This is an optimization exercise on Yosys and OpenROAD, whose aim is small area, a short achievable clock period and few clock cycles per item, not a production implementation.
RTL that was checked went through simulation tests only; none was proved equivalent to the original.
The RTL of run 1 was laid out without a check of its function.
Power and IR drop assume default switching activity.

[flow/design.v]
module huf_decode (
    input  wire        clk,
    input  wire        rst,
    input  wire        start,
    input  wire [15:0] tree_base,
    input  wire [15:0] tree_len,
    input  wire [15:0] blob_base,
    input  wire [15:0] blob_len,
    input  wire [19:0] start_bit,
    input  wire [15:0] nsym,
    output wire        ready,
    output wire        mem_req,
    output wire [15:0] mem_addr,
    input  wire        mem_gnt,
    input  wire        mem_rvalid,
    input  wire [15:0] mem_rdata,
    output wire        out_valid,
    output wire [7:0]  out_data,
    input  wire        out_ready,
    output wire        done,
    output wire [1:0]  done_err,
    output wire [19:0] done_info
);
    localparam [1:0] ERR_NONE       = 2'd0;
    localparam [1:0] ERR_BITSTREAM  = 2'd1;
    localparam [1:0] ERR_TREE_INDEX = 2'd2;
    localparam [3:0] S_IDLE = 4'd0;    
    localparam [3:0] S_INIT = 4'd1;    
    localparam [3:0] S_RUN  = 4'd2;    
    localparam [3:0] S_NEXT = 4'd3;    
    localparam [3:0] S_MISS = 4'd4;    
    localparam [3:0] S_WOUT = 4'd5;    
    localparam [3:0] S_INFO = 4'd6;    
    localparam [3:0] S_EI   = 4'd7;    
    localparam [3:0] S_RE   = 4'd8;    
    localparam [3:0] S_FIN  = 4'd9;    
    localparam [3:0] S_EI2  = 4'd10;   
    localparam [1:0] RK_LVL  = 2'd0;   
    localparam [1:0] RK_ONE  = 2'd1;   
    localparam [1:0] RK_INIT = 2'd2;   
    reg [3:0]  state;
    reg [15:0] tb_r, bb_r;
    reg [15:0] tq;             
    reg [1:0]  tqx;            
    reg [2:0]  tr;             
    reg        dact;           
    reg [1:0]  dcnt;
    reg        rf1p;           
    reg [14:0] bh_r;           
    reg [19:0] p;              
    reg [15:0] rem;            
    reg [15:0] cw, nw;         
    reg        nw_v, blob_pend;
    reg        bsl;            
    reg        bwait;          
    reg        bq;             
    reg        w1p;            
    reg [15:0] ra0, ra1;       
    reg [2:0]  rf0, rf1;       
    reg [15:0] xreg;           
    reg [2:0]  fl;             
    reg        rc;             
    reg        rb;             
    reg        rcv;            
    reg        spec;           
    reg        rspec;          
    reg        pay_pend;       
    reg [1:0]  iph;
    reg        req_v;
    reg [15:0] req_a;
    reg        fsel;
    reg [1:0]  rk;
    reg        rstep;
    reg [1:0]  icnt;
    reg [3:0]  outst, skip;
    reg        out_v;
    reg [7:0]  out_d;
    reg [1:0]  err_r;
    wire st_idle = (state == S_IDLE);
    wire st_init = (state == S_INIT);
    wire st_run  = (state == S_RUN);
    wire st_next = (state == S_NEXT);
    wire st_miss = (state == S_MISS);
    wire st_wout = (state == S_WOUT);
    wire st_info = (state == S_INFO);
    wire st_ei   = (state == S_EI);
    wire st_re   = (state == S_RE);
    wire st_fin  = (state == S_FIN);
    wire st_ei2  = (state == S_EI2);
    wire acc    = req_v & mem_gnt;
    wire slot   = ~req_v | mem_gnt;
    wire [3:0] outst_n = outst + {3'd0, acc} - {3'd0, mem_rvalid};
    wire take   = mem_rvalid & (skip == 4'd0);
    wire [15:0] cwn    = {nw[0], cw[15:1]};
    wire        bp     = cw[p[3:0]];
    wire        bp1    = cwn[p[3:0]];
    wire        lastb  = &p[3:0];
    wire        known1 = ~lastb | nw_v;
    wire        oobp   = p[19:4] >= {1'b0, bh_r};
    wire        tq0    = (tq == 16'd0);
    wire        rootoob = tq0 & (bp ? (tr < 3'd4) : (tr < 3'd2));    
    wire [19:0] p_inc  = p + 20'd1;
    wire [15:0] dp     = tb_r + {mem_rdata[13:0], 2'b00} + {mem_rdata[14:0], 1'b0};
    wire [18:0] tp     = {1'b0, xreg, 2'b00} + {2'b00, xreg, 1'b0};
    wire        bsel   = st_miss & (iph == 2'd1);
    wire [15:0] bop    = bsel ? tb_r : bb_r;
    wire        bcin   = ~st_init & ~bsel;      
    wire [14:0] ba15   = bop[15:1] + (bsel ? req_a[15:1] : p[18:4]) + {14'd0, bcin};
    wire [15:0] ba     = {ba15, bop[0]};
    wire [15:0] ra_s   = bp ? ra1 : ra0;
    wire        xgt    = xreg > tq;
    wire        xeq    = xreg == tq;
    wire        f2c    = xgt | (xeq & (tr < 3'd2));
    wire        f3c    = xgt | (xeq & (tr < 3'd3));
    wire        f4c    = xgt | (xeq & (tr < 3'd4));
    reg  [2:0]  dr;
    reg  [5:0]  dq;
    reg  [3:0]  dt;
    reg  [5:0]  dn;
    integer     di;
    always @(*) begin
        dr = tr;
        dq = 6'd0;
        dn = {tqx, tq[15:12]};
        for (di = 5; di >= 0; di = di - 1) begin
            dt = {dr, dn[di]};
            dq[di] = (dt >= 4'd6);
            dr = (dt >= 4'd6) ? (dt[2:0] - 3'd6) : dt[2:0];
        end
    end
    wire [2:0]  cfl    = rc ? (rb ? rf1 : rf0) : fl;
    wire ev   = st_run & take & ~pay_pend & (~blob_pend | bwait);
    wire btake = take & blob_pend & ~bwait & ~pay_pend;
    wire evF0 = ev & ~rcv & ~bp;      
    wire evF1 = ev & ~rcv &  bp;      
    wire evS0 = ev &  rcv & ~bp;      
    wire evS1 = ev &  rcv &  bp;      
    wire rz   = (mem_rdata == 16'd0);
    wire oslot = ~out_v | out_ready;
    wire need_w  = ~nw_v & ~blob_pend & (&p[3:2]);
    wire root_ok = ~oobp & ~rootoob & known1 & ~need_w;
    wire te_F0 = evF0 & (cfl[0] | (rz & cfl[1]));
    wire te_F1 = evF1 & cfl[0];
    wire te_S1 = evS1 & (rz ? cfl[1] : (~oobp & cfl[2]));
    wire te    = te_F0 | te_F1 | te_S1;
    wire f0_int  = evF0 & ~te_F0 & ~rz;
    wire f0_oob  = f0_int & oobp;
    wire f0_go   = f0_int & ~oobp & known1;
    wire f0_miss = f0_int & ~oobp & ~known1;
    wire f0_leaf  = evF0 & ~te_F0 & rz;
    wire f0_early = f0_leaf & ~bsl & (rem != 16'd1) & root_ok & slot & oslot;
    wire f0_eblob = f0_leaf & ~bsl & (rem != 16'd1) & ~oobp & ~rootoob & need_w & slot & oslot;
    wire f0_w1    = f0_leaf & bsl;               
    wire w1ld     = (f0_w1 | w1p) & slot;
    wire f1_ok    = evF1 & ~te_F1;
    wire f1_keep  = f1_ok & ~cfl[2];          
    wire [15:0] tqm = tq | {1'b0, tq[15:1]} | {2'b0, tq[15:2]} | {3'b0, tq[15:3]}
                    | {4'b0, tq[15:4]} | {5'b0, tq[15:5]} | {6'b0, tq[15:6]} | {7'b0, tq[15:7]}
                    | {8'b0, tq[15:8]} | {9'b0, tq[15:9]} | {10'b0, tq[15:10]} | {11'b0, tq[15:11]}
                    | {12'b0, tq[15:12]} | {13'b0, tq[15:13]} | {14'b0, tq[15:14]} | {15'b0, tq[15]};
    wire pl       = |(mem_rdata & ~tqm);    
    wire f1_spec  = f1_keep & ~pl & known1 & slot;
    wire f1_rspec = f1_keep & pl & (rem != 16'd1) & root_ok & slot & oslot;
    wire s1_leaf  = evS1 & ~te_S1 & rz;
    wire s1_lpay  = s1_leaf & ~cfl[2] & ~rspec;   
    wire s1_rkeep = s1_leaf & rspec;              
    wire s1_lre   = s1_leaf &  cfl[2];        
    wire s1_int   = evS1 & ~te_S1 & ~rz;
    wire s1_oob   = s1_int & oobp;
    wire s1_commit = s1_int & ~oobp & spec;
    wire s1_miss  = s1_int & ~oobp & ~spec;      
    wire re_ev    = st_re & (iph == 2'd1) & take;
    wire lc_rd  = evS0 | re_ev;
    wire lc_x   = s1_lpay | (st_wout & oslot);
    wire lc     = lc_rd | lc_x;
    wire lc_emit = lc & oslot;
    wire lc_last = lc_emit & (rem == 16'd1);
    wire lc_root = lc_emit & ~lc_last & root_ok;
    wire lc_blob = lc_emit & ~lc_last & ~oobp & ~rootoob & need_w;
    wire lc_next = lc_emit & ~lc_last & ~root_ok & ~lc_blob;
    wire lc_wait = lc & ~oslot;
    wire n_oob   = st_next & oobp;
    wire n_roob  = st_next & ~oobp & rootoob;
    wire n_blob  = st_next & ~oobp & ~rootoob & need_w & slot;
    wire n_go    = st_next & ~oobp & ~rootoob & ~need_w & known1 & slot;
    wire m_tp    = st_miss & (iph == 2'd0) & known1 & slot;
    wire m_go    = st_miss & (iph == 2'd1);
    wire m_blob  = st_miss & (iph == 2'd0) & ~known1 & ~nw_v & ~blob_pend & slot;
    wire i_ld    = st_info & (iph == 2'd0) & slot;
    wire re_ld   = st_re & (iph == 2'd0) & slot;
    wire init_go = st_init & take & (iph == 2'd2) & ~oobp & ~rootoob & ~lastb & slot;
    wire accept  = st_idle & start;
    wire acc_go  = accept & (nsym != 16'd0);
    wire rootgo  = f0_early | lc_root | n_go | (init_go & ~bp);    
    wire rootld  = rootgo | f1_rspec;                   
    wire rootcm  = rootgo | s1_rkeep | (init_go & bp);  
    wire dpgo    = f0_go | f1_spec | (init_go & bp);
    wire blobld  = n_blob | m_blob | f0_eblob | lc_blob;
    wire missgo  = m_go;
    wire consume = f0_go | rootcm | m_go | s1_commit;
    wire err1    = f0_oob | s1_oob | n_oob;
    wire abandon = te | (f0_int & ~bsl) | f0_oob | lc | s1_oob | s1_miss | s1_lre;
    wire bkeep   = f0_int & bsl & ~oobp;
    wire bdrop   = bkeep & bq & ~mem_gnt;
    wire nsload  = f0_go | f0_early | lc_root | n_go | m_go;
    wire want_b  = nsload & ~bp1 & ~nw_v & ~blob_pend;
    wire cancel  = te | f0_oob | f0_miss | s1_oob | s1_miss | lc_wait | lc_next | lc_last | n_oob | n_roob;
    wire go_fin  = err1 | n_roob | lc_last | st_ei;
    wire init_ba = acc & (rk == RK_INIT) & (icnt == 2'd0);
    wire init_tb = acc & (rk == RK_INIT) & (icnt == 2'd1);
    wire init_b2 = acc & (rk == RK_INIT) & (icnt == 2'd2);
    wire ld_any  = acc_go | rootld | dpgo | blobld | missgo | i_ld | re_ld | w1ld;
    wire adv_end = (rk == RK_ONE) | ((rk == RK_LVL) & rstep) | ((rk == RK_INIT) & (icnt == 2'd3));
    wire adv_tog = acc & (((rk == RK_LVL) & ~rstep) | ((rk == RK_INIT) & (icnt != 2'd3)));
    wire fl_hold = st_run & rcv & bp;
    wire fl_en   = ~fl_hold | s1_commit;
    assign done = st_fin & oslot;
    always @(posedge clk) begin
        if (rst) begin
            req_v <= 1'b0;
        end else begin
            if (ld_any)
                req_v <= 1'b1;
            else if (cancel | (acc & adv_end))
                req_v <= 1'b0;
        end
    end
    always @(posedge clk) begin
        if (acc_go | rootld | dpgo | blobld | missgo | m_tp | i_ld | init_ba | init_tb | init_b2)
            req_a <= ({16{accept}} & tree_base)
                   | ({16{m_tp}}   & tp[15:0])
                   | ({16{rootld}} & ra_s)
                   | ({16{dpgo}}   & dp)
                   | ({16{blobld | missgo | init_ba | init_b2}} & ba)
                   | ({16{i_ld | init_tb}} & tb_r);
        if (accept)
            fsel <= 1'b0;
        else if (rootld | dpgo | missgo)
            fsel <= bp1;
        else if (re_ld | w1ld)
            fsel <= 1'b1;
        else if (blobld)
            fsel <= 1'b0;
        else if (i_ld)
            fsel <= rb;
        else if (init_ba)
            fsel <= 1'b0;
        else if (init_tb | init_b2)
            fsel <= 1'b1;
        else if (adv_tog)
            fsel <= ~fsel;
        if (rootld | dpgo | missgo)
            rstep <= 1'b0;
        else if (acc & (rk == RK_LVL))
            rstep <= 1'b1;
        if (accept)
            rk <= RK_INIT;
        else if (rootld | dpgo | missgo)
            rk <= RK_LVL;
        else if (blobld | i_ld | re_ld | w1ld)
            rk <= RK_ONE;
        if (accept)
            icnt <= 2'd0;
        else if (acc & (rk == RK_INIT))
            icnt <= icnt + 2'd1;
    end
    wire [14:0] ra_hi = req_a[15:1] + 15'd1;
    assign mem_addr = bq ? ba : (fsel ? {ra_hi, req_a[0]} : req_a);
    assign mem_req  = req_v;
    always @(posedge clk) begin
        if (rst) begin
            outst <= 4'd0;
            skip  <= 4'd0;
        end else begin
            outst <= outst_n;
            if (abandon | go_fin)
                skip <= outst_n;
            else if (mem_rvalid && skip != 4'd0)
                skip <= skip - 4'd1;
        end
    end
    always @(posedge clk) begin
        if (accept) begin
            tb_r <= tree_base;
            bb_r <= blob_base;
            bh_r <= blob_len[15:1];
        end
        if (accept)
            {tqx, tq} <= {2'b00, tree_len};
        else if (dact)
            {tqx, tq} <= {tq[11:0], dq};
        if (accept)
            tr <= 3'd0;
        else if (dact)
            tr <= dr;
        if (accept)
            dcnt <= 2'd0;
        else if (dact)
            dcnt <= dcnt + 2'd1;
        if (accept)
            rem <= nsym;
        else if (f0_early | f0_eblob | lc_emit | s1_rkeep)
            rem <= rem - 16'd1;
        if (accept | consume | st_ei | st_ei2 | n_roob)
            p <= ({20{accept}} & start_bit)
               | ({20{consume | st_ei2}} & p_inc)
               | ({20{st_ei}} & {1'b0, tp})
               | {18'd0, n_roob & bp, 1'b0};
        if ((st_init & take & (iph == 2'd1)) | (consume & lastb))
            cw <= st_init ? mem_rdata : nw;
        if ((st_init & take & (iph == 2'd3)) | btake)
            nw <= mem_rdata;
        if (ev | st_init | st_info | re_ev)
            ;
        if (f0_int | f1_keep | (st_init & take & (iph == 2'd0 || iph == 2'd2)) | (st_info & take & (iph == 2'd1)) | (lc_wait & lc_rd))
            xreg <= mem_rdata;
        if (fl_en)
            fl <= {f4c, f3c, f2c};
        if (st_init & take & (iph == 2'd0))
            ra0 <= dp;
        if (st_init & take & (iph == 2'd2))
            ra1 <= dp;
        if (st_init & take & (iph == 2'd2))
            rf0 <= {f4c, f3c, f2c};
        if (rf1p)
            rf1 <= {f4c, f3c, f2c};
        if (rootcm)
            rb <= bp;
        if (lc_emit | s1_rkeep | (take & pay_pend))
            out_d <= ((lc_x | s1_rkeep) & ~(take & pay_pend)) ? xreg[7:0] : mem_rdata[7:0];
        if (err1)
            err_r <= ERR_BITSTREAM;
        else if (n_roob | st_ei | st_ei2)
            err_r <= ERR_TREE_INDEX;
        else if (accept | lc_last)
            err_r <= ERR_NONE;
    end
    always @(posedge clk) begin
        if (rst) begin
            state     <= S_IDLE;
            out_v     <= 1'b0;
            nw_v      <= 1'b0;
            blob_pend <= 1'b0;
            spec      <= 1'b0;
            rspec     <= 1'b0;
            pay_pend  <= 1'b0;
            dact      <= 1'b0;
            rf1p      <= 1'b0;
            rcv       <= 1'b0;
        end else begin
            if (accept)
                dact <= 1'b1;
            else if (dcnt == 2'd2)
                dact <= 1'b0;
            rf1p <= st_init & take & (iph == 2'd2);
            if (lc_emit | s1_rkeep | (take & pay_pend))
                out_v <= 1'b1;
            else if (out_ready)
                out_v <= 1'b0;
            if (accept)
                pay_pend <= 1'b0;
            else if (f0_early | f0_eblob)
                pay_pend <= 1'b1;
            else if (take & pay_pend)
                pay_pend <= 1'b0;
            if (accept | te | err1 | n_roob)
                blob_pend <= 1'b0;
            else if (blobld | init_go | want_b)
                blob_pend <= 1'b1;
            else if (btake | bdrop)
                blob_pend <= 1'b0;
            if (accept | ld_any | cancel | acc)
                bq <= ~accept & ~ld_any & ~cancel & acc & (rk == RK_LVL) & ~rstep & bsl;
            if (accept | ld_any)
                bsl <= ~accept & want_b;
            else if (evF0 | evF1)
                bsl <= 1'b0;
            if (accept | ld_any)
                bwait <= ~accept & want_b;
            else if (evF0 | evF1)
                bwait <= 1'b0;
            if (accept | w1ld | te | err1)
                w1p <= 1'b0;
            else if (f0_w1)
                w1p <= 1'b1;
            if (accept)
                nw_v <= 1'b0;
            else if ((st_init & take & (iph == 2'd3)) | btake)
                nw_v <= 1'b1;
            else if (consume & lastb)
                nw_v <= 1'b0;
            if (f1_spec)
                spec <= 1'b1;
            else if (accept | evS1 | rootgo | dpgo)
                spec <= 1'b0;
            if (f1_rspec)
                rspec <= 1'b1;
            else if (accept | evS1)
                rspec <= 1'b0;
            if ((evF1 & ~te_F1) | (f0_leaf & ~f0_early & ~f0_eblob))
                rcv <= 1'b1;
            else if (accept | rootgo | f0_go | m_go | evS0 | evS1 | te)
                rcv <= 1'b0;
            if (rootcm)
                rc <= 1'b1;
            else if (f0_go | m_go | s1_commit)
                rc <= 1'b0;
            case (state)
                S_IDLE: begin
                    if (start) begin
                        iph   <= 2'd0;
                        state <= (nsym == 16'd0) ? S_FIN : S_INIT;
                    end
                end
                S_INIT: begin
                    if (take) begin
                        iph <= iph + 2'd1;
                        if (init_go)
                            state <= S_RUN;
                        else if (iph == 2'd3)
                            state <= S_NEXT;
                    end
                end
                S_NEXT: begin
                    if (n_oob | n_roob)
                        state <= S_FIN;
                    else if (n_go)
                        state <= S_RUN;
                end
                S_MISS: begin
                    if (m_tp)
                        iph <= 2'd1;
                    if (m_go)
                        state <= S_RUN;
                end
                S_INFO: begin
                    if (i_ld)
                        iph <= 2'd1;
                    else if (take & (iph == 2'd1))
                        iph <= 2'd2;
                    else if (iph == 2'd2)
                        state <= S_EI;
                end
                S_EI: begin
                    state <= fl[0] ? S_FIN : S_EI2;
                    iph   <= 2'd0;
                end
                S_EI2: begin
                    iph <= iph + 2'd1;
                    if (iph[0])
                        state <= S_FIN;
                end
                S_FIN: begin
                    if (oslot)
                        state <= S_IDLE;
                end
                default: begin   
                    if (re_ld)
                        iph <= 2'd1;
                    if (te) begin
                        state <= rc ? S_INFO : S_EI;
                        iph   <= 2'd0;
                    end else if (err1 | lc_last) begin
                        state <= S_FIN;
                    end else if (f0_miss | s1_miss) begin
                        state <= S_MISS;
                        iph   <= 2'd0;
                    end else if (s1_lre) begin
                        state <= S_RE;
                        iph   <= 2'd0;
                    end else if (lc_wait) begin
                        state <= S_WOUT;
                    end else if (lc_next | lc_blob | f0_eblob) begin
                        state <= S_NEXT;
                    end else if (lc_root) begin
                        state <= S_RUN;
                    end
                end
            endcase
        end
    end
    assign ready     = st_idle;
    assign out_valid = out_v;
    assign out_data  = out_d;
    assign done_err  = err_r;
    assign done_info = p;
endmodule
[flow/constraint.sdc]
create_clock -name core_clock -period 6.5 [get_ports {clk}]
set_input_delay 1.3000 -clock core_clock [delete_from_list [all_inputs] [get_ports {clk}]]
set_output_delay 1.3000 -clock core_clock [all_outputs]
set_load 0.01 [all_outputs]
[flow/standard.sh]
#!/bin/bash
# synth_recipe.tcl (not shown) runs the flow's synth.tcl, then flattens the netlist and writes it again
# the make line also repeats each setting of config.mk as NAME=value (left out here)
make -C /OpenROAD-flow-scripts/flow DESIGN_CONFIG=/design/flow/config.mk WORK_HOME=/design/flow/orfs CLKGATE_MAP_FILE= SYNTH_SCRIPT=/design/flow/synth_recipe.tcl "${@:-finish}"
[flow/config.mk]
export PLATFORM = sky130hd
export DESIGN_NAME = huf_decode
export DESIGN_NICKNAME = huf_decode
export VERILOG_FILES = /design/flow/design.v
export SDC_FILE = /design/flow/constraint.sdc
export NUM_CORES = 4
export LEC_CHECK = 0
export CAP_MARGIN = 20
export CORE_MARGIN = 2
export CORE_UTILIZATION = 60
export CTS_BUF_LIST = sky130_fd_sc_hd__clkbuf_8
export SETUP_SLACK_MARGIN = 2.5
export SLEW_MARGIN = 20
[flow/flow/run.sh]
#!/bin/bash
# The standard layout (standard.sh), with plain buf_1 cells as the port
# buffers instead of ORFS's default port buffer cell. Every port still gets
# a buffer; everything else is the standard flow. The make output goes to
# flow_standard.log; ORFS keeps each step's log under orfs/logs.
export BUFFER_PORTS_ARGS="-buffer_cell sky130_fd_sc_hd__buf_1"
bash standard.sh > flow_standard.log 2>&1
==> flow_summary.json, run 1 <==
{
  "yosysMostFrequentCell": "edfxtp_1",
  "grt.overflow.total": 0,
  "crit_end": "mem_addr[15]",
  "crit_path_frequent_cell": "fa_2",
  "placed_cells": 2191,
  "areaGrowthSynthToFinish_pct": 18.0,
  "swShare_pct": 43.5,
  "r2r_setup_slack_ps": 2680,
  "r2r-start": "p[0]",
  "cts.clk_slew.worst_paths_ps": 50,
  "synthesis.nets": 1929,
  "largest_reg_flops": 20,
  "grt_pass1_wl_um": 79300,
  "drc_errors": 0,
  "p_clk_share_pct": 16.4,
  "nets": 2160,
  "grt_usage_pct": 35.5,
  "largest_register": "p",
  "fillerInstances": 2102,
  "crit_cells": 18,
  "vias_per_cell": 6.48,
  "clock-root-buffer": "clkbuf_8",
  "yosysTopAreaCell": "edfxtp_1",
  "n_antenna_cell": 0,
  "synth_common_cells": "edfxtp_1, nand2_1, nor2_1",
  "io_pins": 172,
  "period_needed_ps": 5290,
  "internal-power_mw": 5.25,
  "grt_max_degree": 93,
  "path_max_fanout": 6,
  "power_switching_mw": 4.05,
  "fp.dieArea_mm2": 0.0296,
  "slowest_delay_ps": 400,
  "drt_wl_total_um": 53500,
  "layout-drive-gt1-share_pct": 16.5,
  "relSlewSlack_pct": 26.2,
  "hold_violations": 0,
  "die_w_um": 172,
  "timing.fmax_mhz": 189,
  "critPathTopFamily": "compound AO/OA/AOI/OAI gates",
  "synth_cell_types": 88,
  "crit_required_ps": 5200,
  "synth-warning-count": 1,
  "pwr-share-comb_pct": 51.7,
  "clock_sinks": 256,
  "netlist_top_cells_area": "edfxtp_1, ha_1, dfxtp_1",
  "run_status": "timing/DRC/antenna clean",
  "gp_congestion": 0.996,
  "vias": 15114,
  "dr.pass1.iters": 8,
  "die_h_um": 172,
  "maxSlewViolCount": 0,
  "clock_path_buffers": 3,
  "synth_edf_count": 219,
  "port_buffers": 170,
  "p_leak_nw": 7.56,
  "setup_violations": 0,
  "antenna_left": 0,
  "timing.rr.end": "req_a[9]",
  "cp-startpoint": "state[0]",
  "peakVddDrop_uv": 276,
  "hpwlAfterDp_um": 38200,
  "rsz0062_at_grt": "yes",
  "drt-wirelength-per-cell_um": 22.9,
  "tightest_slew_ps": 1110,
  "fin_skew_ps": 28.5,
  "path_class": "flop to primary output",
  "hp-class": "flop to flop",
  "setup_tns_ps": 0,
  "antenna_found_initial": 1,
  "cts_made_buffers": 45,
  "worst_setup_path_start_kind": "flop",
  "cap_violations": 0,
  "cp_data_arrival_time_ps": 3990,
  "syn_avg_cell_area_um2": 10.0,
  "cp_num_buf_inv": 3,
  "crit_chain": "buf_8 > nand2b_4 > nor2_4 > buf_12 > nand2_8 > mux2i_2 > fa_2 > fa_2 > nor2b_2 > o31a_1 > o211ai_1 > a31oi_1 > and2_1 > o21ai_1 > nand2b_1 > xnor2_2 > a21oi_2 > buf_2",
  "fp.coreArea_mm2": 0.0278,
  "synthCells": 1689,
  "fin_cells": 2333,
  "synth_area_mm2": 0.0169,
  "finalCritPeriodShare_pct": 81.3,
  "synth_ff_type": "edfxtp_1",
  "rows": 61,
  "drt_iter0_drc": 1926,
  "grt_pass1_vias": 13968,
  "worstRegToRegCells": 13,
  "seq_area_frac_synth_pct": 43.2,
  "ys_async_sr_fraction_pct": 0,
  "end_kind": "primary output",
  "ys_ff_latch": 256,
  "htreeDepth": 2,
  "start_util_pct": 61.0,
  "cts_tree": "done",
  "seq_power_share_pct": 31.9,
  "synth_top_area_share_pct": 38.8,
  "slowest_stage": "fa_2",
  "insertion_delay_ps": 590,
  "pwr_density_cell_mw_per_mm2": 465
}
==> cells in the final DEF (no fill, tap or decap), types with 44 or more instances in the layout <==
| cell type | netlist | final |
|---|---|---|
| edfxtp_1 | 219 | 219 |
| buf_1 | 9 | 148 |
| nor2_1 | 117 | 113 |
| ha_1 | 100 | 90 |
| nand2_1 | 156 | 154 |
| nand3_1 | 48 | 46 |
| clkbuf_8 | 0 | 52 |
| a21oi_1 | 89 | 79 |
| inv_1 | 87 | 85 |
| buf_4 | 0 | 67 |
| o21ai_0 | 115 | 110 |
| nor3_1 | 44 | 44 |
==> power by group through the flow <==
stage / Clock (mW) / Combinational (mW) / Sequential [mW]
after floorplan: 0 / 3.01 / 2.77
after global placement: 0 / 3.91 / 3.00
after detailed placement: 0 / 4.00 / 3.01
after CTS: 1.54 / 4.45 / 2.94
after global routing: 1.61 / 5.21 / 3.01
final: 1.52 / 4.81 / 2.97
==> worst min-delay path by stage <==
stage                to  cells after the start  slack, ps      from
2_1_floorplan      dact                      2        460      dact
3_5_place_dp   err_r[0]                      2        460  err_r[0]
3_3_place_gp   err_r[0]                      2        450  err_r[0]
6_report       err_r[0]                      2        460  err_r[0]
5_1_grt        err_r[0]                      2        500  err_r[0]
4_1_cts        err_r[0]                      2        470  err_r[0]
==> cell families after synthesis <==
kind of cell / Yosys count / synth area share [%]
multiplexers: 74 / 5.37
adder cells (fa/ha/maj): 118 / 9.51
AND/OR/NAND/NOR: 546 / 16.1
buffers and inverters: 157 / 3.60
flip-flops: 256 / 43.2
AO/OA/AOI/OAI: 447 / 17.5
XOR/XNOR: 91 / 4.71
==> repair_timing <==
item | 4_1_cts | 5_1_grt
gates cloned | 3 | 0
setup endpoints to repair | 169 | 133
hold buffers | 0 | 0
buffers inserted | 39 | 18
pin swaps | 22 | 32
resized for setup | 54 | 52
==> per-layer routing <==
metal / vias to the layer above / part of all wire [%] / GRT usage [%]
met2: 902 / 44 / 53.1
li1: 6861 / - / -
met4: 2 / 3.2 / 11.9
met5: - / 0.026 / 0
met3: 136 / 12 / 8.95
met1: 7213 / 41 / 50.5
==> stage by stage <==
step                power [mW]  utilization (%)  setup slack, ps  instance area [um^2]  hold WS (ps)
CTS                       8.93             70.8             1300                 19700           468
detailed placement        7.01             65.4             1070                 18200           458
finish                    9.30             71.9             1210                 20000           462
global route              9.84             71.9             1090                 20000           498
floorplan                 5.78                -             2110                 17200           457
global placement          6.91             65.4             1170                 18200           452
==> worst reg2reg max path: cells and delay by family (launching register included) <==
kind,cells,cell delay (ps)
AOI/OAI and AO/OA,5,1360
muxes,3,630
buffers and inverters,3,620
and+or+nand+nor,2,560
DFF,1,410
==> area by class of cell <==
cell class              count  area [um^2]  area share (%)
flip-flops and latches    256         7330            36.7
repair buffers            250         1370            6.84
clock inverters            30          196           0.983
clock buffers              52          716            3.58
multi-input cells        1278         9520            47.6
inverters                  89          383            1.92
well taps                 378          473            2.37
==> run 2, diff against run 1 <==
--- a/flow/design.v
+++ b/flow/design.v
@@ -151,7 +151,7 @@
     wire f0_early = f0_leaf & ~bsl & (rem != 16'd1) & root_ok & slot & oslot;
     wire f0_eblob = f0_leaf & ~bsl & (rem != 16'd1) & ~oobp & ~rootoob & need_w & slot & oslot;
     wire f0_w1    = f0_leaf & bsl;               
-    wire w1ld     = (f0_w1 | w1p) & slot;
+    wire w1ld     = (f0_w1 | (w1p & st_run)) & slot;
     wire f1_ok    = evF1 & ~te_F1;
     wire f1_keep  = f1_ok & ~cfl[2];          
     wire [15:0] tqm = tq | {1'b0, tq[15:1]} | {2'b0, tq[15:2]} | {3'b0, tq[15:3]}
@@ -346,6 +346,10 @@
             pay_pend  <= 1'b0;
             dact      <= 1'b0;
             rf1p      <= 1'b0;
+            bq        <= 1'b0;
+            bsl       <= 1'b0;
+            bwait     <= 1'b0;
+            w1p       <= 1'b0;
             rcv       <= 1'b0;
         end else begin
             if (accept)
--- a/flow/config.mk
+++ b/flow/config.mk
@@ -8,6 +8,5 @@
 export CAP_MARGIN = 20
 export CORE_MARGIN = 2
 export CORE_UTILIZATION = 60
-export CTS_BUF_LIST = sky130_fd_sc_hd__clkbuf_8
 export SETUP_SLACK_MARGIN = 2.5
 export SLEW_MARGIN = 20
==> run 2 against run 1 <==
Register-to-register slack got worse by 40 ps; critical endpoint unchanged; global-route usage grew 0.41 points; clock-buffer cell count is 20 lower; critical path depth shrank 2; via count increased by 0.58%; core utilization decreased by 0.095 points; still clean; synthesized cell count is 3.5% higher; non-clock buffer count grew 2; largest power group unchanged; fmax increased by 2.8%.
==> flow_summary.json, run 2 <==
{
  "run_status": "timing/DRC/antenna clean",
  "crit_required_ps": 5200,
  "finalWorstSetupSlack_ps": 1360,
  "hpwlAfterDp_um": 38800,
  "ys_async_sr_fraction_pct": 0,
  "synth_edf_count": 216,
  "synthCells": 1748,
  "io_pins": 172,
  "cts.clk_slew.worst_paths_ps": 60,
  "vias": 15202,
  "clock_sinks": 256,
  "syn_avg_cell_area_um2": 9.64,
  "setup_violations": 0,
  "grt_max_degree": 86,
  "slowest_delay_ps": 440,
  "tightest_slew_ps": 1030,
  "synth_cell_types": 86,
  "antenna_found_initial": 0,
  "synth-warning-count": 1,
  "pwr_density_cell_mw_per_mm2": 466,
  "setup_tns_ps": 0,
  "largest_reg_flops": 20,
  "hp-class": "flop to flop",
  "vias_per_cell": 6.43,
  "peakVddDrop_uv": 438,
  "crit_path_frequent_cell": "a21oi_2",
  "gp_congestion": 0.961,
  "cap_violations": 0,
  "crit_chain": "ha_4 > nand2_8 > clkinv_16 > nor2_4 > a21oi_4 > fa_2 > fa_2 > nor2b_2 > o21ai_2 > a21oi_2 > o211ai_1 > a21oi_2 > o21ai_2 > a211oi_2 > a21oi_2 > buf_2",
  "relSlewSlack_pct": 30.6,
  "dp_slack_ps": 967,
  "clock-root-buffer": "clkbuf_16",
  "path_max_fanout": 8,
  "worstRegToRegCells": 12,
  "synth_ff_type": "edfxtp_1",
  "fp.dieArea_mm2": 0.0294,
  "fillerInstances": 2108,
  "period_needed_ps": 5140,
  "cp_data_arrival_time_ps": 3840,
  "nets": 2201,
  "synth_area_mm2": 0.0169,
  "fp.coreArea_mm2": 0.0277,
  "start_util_pct": 60.8,
  "largest_register": "p",
  "rsz0062_at_grt": "yes",
  "insertion_delay_ps": 570,
  "end_kind": "primary output",
  "areaGrowthSynthToFinish_pct": 18.1,
  "final_cell_mix": "nand2_1, edfxtp_1, buf_1",
  "rows": 61,
  "ys_ff_latch": 256,
  "drc_errors": 0,
  "grt_pass1_wl_um": 80600,
  "cts_tree": "done",
  "yosysMostFrequentCell": "nand2_1",
  "layout_commonest_cell": "nand2_1",
  "slowest_stage": "edfxtp_1",
  "grt.overflow.total": 0,
  "fin_skew_ps": 11.7,
  "timing.fmax_mhz": 194,
  "drt_wl_total_um": 53400,
  "htreeDepth": 1,
  "die_h_um": 172,
  "synth_common_cells": "nand2_1, edfxtp_1, nor2_1",
  "path_class": "flop to primary output",
  "drt-wirelength-per-cell_um": 22.6,
  "p_leak_nw": 7.58,
  "clock_path_buffers": 3,
  "hold_depth": 2,
  "antenna_left": 0,
  "layout-drive-gt1-share_pct": 13.6,
  "cts_made_buffers": 29,
  "drt_iter0_drc": 1805,
  "maxSlewViolCount": 0,
  "final_util_pct": 71.8,
  "worst_setup_path_start_kind": "flop",
  "synthesis.nets": 1988,
  "yosysTopAreaCell": "edfxtp_1",
  "netlist_top_cells_area": "edfxtp_1, ha_1, nand2_1",
  "port_buffers": 170,
  "grt_pass1_vias": 14256,
  "grt_usage_pct": 35.9,
  "finalCritPeriodShare_pct": 79.1,
  "hold_violations": 0,
  "dr.pass1.iters": 10,
  "seq_area_frac_synth_pct": 43.2,
  "die_w_um": 172,
  "synth_top_area_share_pct": 38.5
}
[run 2: cell types whose count changed after synthesis, sizes merged, moves of 9 or more]
cell,before,now
a21o,23,8
a21oi,90,100
inv,88,98
mux2,35,17
nand2,156,233
nor2,117,130
o21ai,134,118
o221ai,6,17
xnor2,49,58
[run 2: worst max-delay path, delay by kind of cell, from the launching register on]
| kind | cells | cell delay (ps) |
|---|---|---|
| AO/OA/AOI/OAI | 8 | 1180 |
| adder cells (fa/ha/maj) | 3 | 1000 |
| buffers and inverters | 2 | 230 |
| flip-flops | 1 | 440 |
| AND/OR/NAND/NOR | 3 | 400 |
[run 2: final cells by class]
class	instances	area [um^2]	area share (%)
multi-input cells	1322	9310	46.8
flip-flops and latches	256	7290	36.6
repair buffers	252	1390	6.98
clock buffers	32	757	3.80
well taps	378	473	2.38
inverters	99	400	2.01
clock inverters	22	262	1.31
repair inverters	1	16.3	0.0817
diodes	1	2.50	0.0126
[run 2: metrics by stage]
step | instances | total power [mW] | area (um^2) | hold WS (ps)
final | 2363 | 9.27 | 19900 | 459
after global routing | 2362 | 9.79 | 19900 | 487
after CTS | 2351 | 9.04 | 19700 | 457
after detailed placement | 2250 | 6.84 | 18000 | 449
after global placement | 2250 | 6.73 | 18000 | 444
after floorplan | 1748 | 5.66 | 17000 | 458
[run 2: worst paths after layout]
path | slack, ps | from | endpoint
setup reg to reg | 2640 | p[15] | req_a[2]
setup / recovery | 1360 | iph[0] | mem_addr[15]
hold reg to reg | 460 | err_r[1] | err_r[1]
hold / removal | 460 | err_r[1] | err_r[1]
[run 2: timing repair]
item	CTS	global route
setup endpoints to repair	119	123
hold buffers	0	0
gates resized for setup	72	25
pin swaps	29	20
cloned	3	0
hold endpoints to repair	0	0
setup buffers	44	11
[run 2: power breakdown]
part	leakage, nW	switching (mW)	internal [mW]
Clock	0.498	0.705	1.04
Combinational	4.72	2.73	1.87
Sequential	2.36	0.496	2.43
[run 2: logic make-up after synthesis]
group           after synthesis  synth area share (%)
simple gates                629                  17.8
compound gates              423                  16.4
flops                       256                  43.2
buf+inv                     171                  3.92
fa+ha+maj                   118                  9.56
xor+xnor                     93                  4.83
mux                          58                  4.31
[run 2: metal layers]
layer | GRT usage [%] | vias to the layer above | routed length, um
met3 | 5.11 | 122 | 4810
met2 | 58.7 | 806 | 24900
met5 | 0 | - | 0
li1 | - | 6914 | -
met4 | 10.6 | 0 | 1660
met1 | 49.8 | 7360 | 22000
Testbench counts of run 2, summed over its fixed seeds: cycles 56,774, items 5,993.

-- re-timing with driven ports --
No port has a modelled driver above. Below, the same layouts with a new extraction and two added sets of constraints. Step 1: set_driving_cell puts a clkbuf_16 on clk and a buf_2 on each other input, an assumption about the parent block. Step 2 moves the port delays by t, midway between the first and last clock arrival at a register: inputs arrive t later, outputs are due t later. That takes back most of the time a late clock gives input paths. Three values: no drivers, after step 1, after step 2; two values: the first two.
run	t (ns)	setup WS [ns]	latest minus earliest clock arrival (ns)	slew at the worst register clock pin (ns)	worst slew at a driven data input, ns
run 1	0.619	1.214 / 1.166 / 1.785	0.028 / 0.029	0.07 / 0.07	0.05
run 2	0.618	1.358 / 1.305 / 1.923	0.012 / 0.012	0.07 / 0.07	0.05
After both steps setup and hold are still met in every run listed.
